This is an optimization exercise on Yosys and OpenROAD, whose aim is small area, not a production implementation.
The RTL was checked by simulation tests, not by an equivalence proof against the original design.
No activity file was given, so power comes from the tool's default toggle rates.

run a:
// cf2_blframer
module cf2_blframer (
    input  wire        clk,
    input  wire        rst,           
    input  wire        boot_stay,
    input  wire [31:0] app_word,
    input  wire        rx_valid,
    input  wire [7:0]  rx_data,
    output wire        rx_ready,
    output reg         tx_valid,
    output reg  [7:0]  tx_data,
    input  wire        tx_ready,
    output wire        stg_we,
    output wire        stg_re,
    output wire [13:0] stg_addr,
    output wire [7:0]  stg_wdata,
    input  wire [7:0]  stg_rdata,
    output wire        fc_we,
    output reg  [1:0]  fc_reg,
    output wire [31:0] fc_addr,
    output reg  [31:0] fc_wdata,
    input  wire        fc_busy,
    output wire        diag_valid,
    output wire [1:0]  diag_code,
    output wire        idle,
    output wire        app_mode,
    output wire        fault
);
For scale: about 2200 cells after synthesis, ~880 flip-flops, about 160 I/O pins.
Settings: LEC_CHECK=0, CAP_MARGIN=20, CORE_MARGIN=2, CORE_UTILIZATION=40, CTS_CLUSTER_DIAMETER=100, CTS_CLUSTER_SIZE=30, PLACE_DENSITY=0.6, SLEW_MARGIN=20; clock period 8.0 ns.
run.sh (not shown) runs the stock make flow with config.mk's settings and CLKGATE_MAP_FILE= SYNTH_SCRIPT=/design/flow/synth_recipe.tcl, a recipe that flattens the netlist after the stock synthesis.
#### Input delta (run b over run a)
- changing CTS_CLUSTER_DIAMETER from 100 to 60
==> comparison <==
Run b reports a higher cell area after layout than run a does. Max minimum clock period across run b and run a: run a. Going from run a to run b, worst setup slack moved up; layout clock buffer count now larger; part of the total power dissipated in the clock network +4.1 points; actual slew at the worst max-slew pin now sits higher; worst-case headroom to the max-slew limit moved down. The initial detailed-routing violation count reported for run b is greater than that of run a by 86.

========
cf2_blframer, a different RTL version from the one above (not shown whole).
For scale: roughly 2000 cells after synthesis, roughly 880 flip-flops, ~160 I/O pins, roughly 0.024 mm2 of cells after synthesis.
==> flow/config.mk <==
export PLATFORM = sky130hd
export DESIGN_NAME = cf2_blframer
export DESIGN_NICKNAME = cf2_blframer
export VERILOG_FILES = /design/flow/design.v
export SDC_FILE = /design/flow/constraint.sdc
export NUM_CORES = 4
export LEC_CHECK = 0
export CAP_MARGIN = 20
export CORE_MARGIN = 2
export CORE_UTILIZATION = 40
export PLACE_DENSITY = 0.6
export SLEW_MARGIN = 20
==> flow/constraint.sdc <==
create_clock -name core_clock -period 8.0 [get_ports {clk}]
set_input_delay 1.6000 -clock core_clock [delete_from_list [all_inputs] [get_ports {clk}]]
set_output_delay 1.6000 -clock core_clock [all_outputs]
set_load 0.01 [all_outputs]
standard.sh (not shown) runs the stock make flow with config.mk's settings and CLKGATE_MAP_FILE= SYNTH_SCRIPT=/design/flow/synth_recipe.tcl, a recipe that flattens the netlist after the stock synthesis.
==> flow/flow/run.sh <==
#!/bin/bash
# The standard layout with three changes to how it is made:
#  - synthesis maps logic with an area-oriented ABC script (the yosys script
#    and its register mapping are unchanged; only abc_speed.script differs);
#  - the port buffers use the smallest buffer cell;
#  - CTS builds the tree from clkbuf_4 cells, 11 sinks per leaf buffer,
#    and inserts no dummy loads.
set -euo pipefail
rm -rf scripts_area
cp -r "$FLOW_HOME/scripts" scripts_area
cp flow/abc_area_map.script scripts_area/abc_speed.script
bash standard.sh synth "SCRIPTS_DIR=$PWD/scripts_area" > synth.log 2>&1
bash standard.sh finish \
  "BUFFER_PORTS_ARGS=-buffer_cell sky130_fd_sc_hd__buf_1" \
  "CTS_ARGS=-sink_clustering_enable -repair_clock_nets -sink_clustering_size 10 -sink_clustering_max_diameter 40 -dont_use_dummy_load -buf_list sky130_fd_sc_hd__clkbuf_4" \
  > finish.log 2>&1
==> flow/flow/abc_area_map.script <==
strash
dch -f
amap
mfs2
strash
dch -f
amap
topo
stime -c
Change:
--- a/flow/flow/run.sh
+++ b/flow/flow/run.sh
@@ -4,5 +4,5 @@
 #    and its register mapping are unchanged; only abc_speed.script differs);
 #  - the port buffers use the smallest buffer cell;
-#  - CTS builds the tree from clkbuf_4 cells, 11 sinks per leaf buffer,
+#  - CTS builds the tree from clkbuf_4 cells, 10 sinks per leaf buffer,
 #    and inserts no dummy loads.
 set -euo pipefail
- CORE_UTILIZATION: 40 -> 60
- PLACE_DENSITY: 0.6 -> 0.85
What happened: The changed run finished clean. Total power goes down by 0.93%. Sequential power hardly moves. Design area went down by 1.4%. Non-clock buffer count is unchanged. Routed wire length shrinks by 4.1%. Worst setup slack loses 0.0037 ns. Worst hold slack loses 0.010 ns. Sequential cell count is unchanged. Global-route usage goes up by 8.8 points.

========
cf2_blframer, a different RTL version from the one above (not shown whole).
For scale: ~2,000 cells after synthesis, ~880 flip-flops, roughly 160 I/O pins, roughly 0.025 sq mm of cells after synthesis.
Settings: LEC_CHECK=0, CAP_MARGIN=20, CORE_MARGIN=2, CORE_UTILIZATION=40, PLACE_DENSITY=0.6, SLEW_MARGIN=20; clock period 8.0 ns.
==> flow/flow/run.sh <==
#!/bin/bash
# The standard layout with three changes to how it is made:
#  - synthesis maps logic with an area-oriented ABC script (the yosys script
#    and its register mapping are unchanged; only abc_speed.script differs);
#  - the port buffers use the smallest buffer cell;
#  - CTS clusters 30 sinks per leaf buffer and inserts no dummy loads.
set -euo pipefail
rm -rf scripts_area
cp -r "$FLOW_HOME/scripts" scripts_area
cp flow/abc_area_map.script scripts_area/abc_speed.script
bash standard.sh synth "SCRIPTS_DIR=$PWD/scripts_area" > synth.log 2>&1
bash standard.sh finish \
  "BUFFER_PORTS_ARGS=-buffer_cell sky130_fd_sc_hd__buf_1" \
  "CTS_ARGS=-sink_clustering_enable -repair_clock_nets -sink_clustering_size 30 -sink_clustering_max_diameter 60 -dont_use_dummy_load" \
  > finish.log 2>&1
Scripts as last shown in full above: flow/flow/abc_area_map.script
The baseline passed the timing, DRC and antenna checks.
Then changed:
--- a/flow/flow/run.sh
+++ b/flow/flow/run.sh
@@ -14 +14 @@
-  "CTS_ARGS=-sink_clustering_enable -repair_clock_nets -sink_clustering_size 30 -sink_clustering_max_diameter 60 -dont_use_dummy_load" \
+  "CTS_ARGS=-sink_clustering_enable -repair_clock_nets -sink_clustering_size 12 -sink_clustering_max_diameter 40 -dont_use_dummy_load -buf_list sky130_fd_sc_hd__clkbuf_4" \
Final area shrinks by 1.4%.
Routed wire length grows by about 0.7%.
Power shrinks by about 5%.
Clock power shrinks by 20%.
Sequential share of layout area grows by 0.92 points.
Worst setup slack is worse by 280 ps.
Register-to-register slack barely changes.
Clock skew grows by 45 ps.
Area after synthesis is unchanged.
Then changed:
--- a/flow/flow/run.sh
+++ b/flow/flow/run.sh
@@ -14 +14 @@
-  "CTS_ARGS=-sink_clustering_enable -repair_clock_nets -sink_clustering_size 12 -sink_clustering_max_diameter 40 -dont_use_dummy_load -buf_list sky130_fd_sc_hd__clkbuf_4" \
+  "CTS_ARGS=-sink_clustering_enable -repair_clock_nets -sink_clustering_size 30 -sink_clustering_max_diameter 100 -dont_use_dummy_load" \
What happened: Routed wire length falls by about 0.66%; sequential share of layout area went down by 0.44 points; via count came out lower by 2.3%; setup slack improved by 290 ps; global-route usage went down by 0.30 points; final cell count shrinks by about 2%; utilization rises by 0.29 points; synthesized cell count stays the same; non-clock buffer count is unchanged.

==> static timing again, ports no longer ideal <==
The flow's constraints put no driver on any port. The routed layouts listed below were extracted and timed again, unchanged, in two steps.
Step 1: set_driving_cell puts a clkbuf_16 on clk and a buf_2 on each other input, an assumption about the parent block.
Step 2 adds t to the input delays and takes it off the output delays; t is the mean of the earliest and latest rising clock arrival at the registers after step 1. Input paths then give back, and output paths get back, about the clock's delay inside the block.
a / b / c = ideal / step 1 / step 2; a / b = the first two.
| run | t, ns | slack for setup (ns) | latest minus earliest clock arrival (ns) | slew at the worst register clock pin (ns) | worst slew at a driven data input, ns |
|---|---|---|---|---|---|
| run a | 0.642 | 1.812 / 1.754 / 2.376 | 0.028 / 0.028 | 0.11 / 0.11 | 0.04 |
| run b | 0.668 | 1.936 / 1.878 / 2.402 | 0.045 / 0.045 | 0.11 / 0.11 | 0.04 |
| the first run of note 2 | 0.892 | 1.660 / 1.607 / 2.287 | 0.105 / 0.105 | 0.11 / 0.11 | 0.04 |
| the second run of note 2 | 0.837 | 1.656 / 1.607 / 2.268 | 0.115 / 0.115 | 0.11 / 0.11 | 0.10 |
| the first run of note 3 | 0.630 | 1.662 / 1.605 / 2.086 | 0.119 / 0.119 | 0.11 / 0.11 | 0.18 |
| the second run of note 3 | 0.897 | 1.386 / 1.333 / 2.079 | 0.161 / 0.161 | 0.12 / 0.12 | 0.16 |
| the third run of note 3 | 0.629 | 1.675 / 1.612 / 1.991 | 0.079 / 0.079 | 0.11 / 0.11 | 0.18 |
After both steps setup and hold are still met in every run listed.
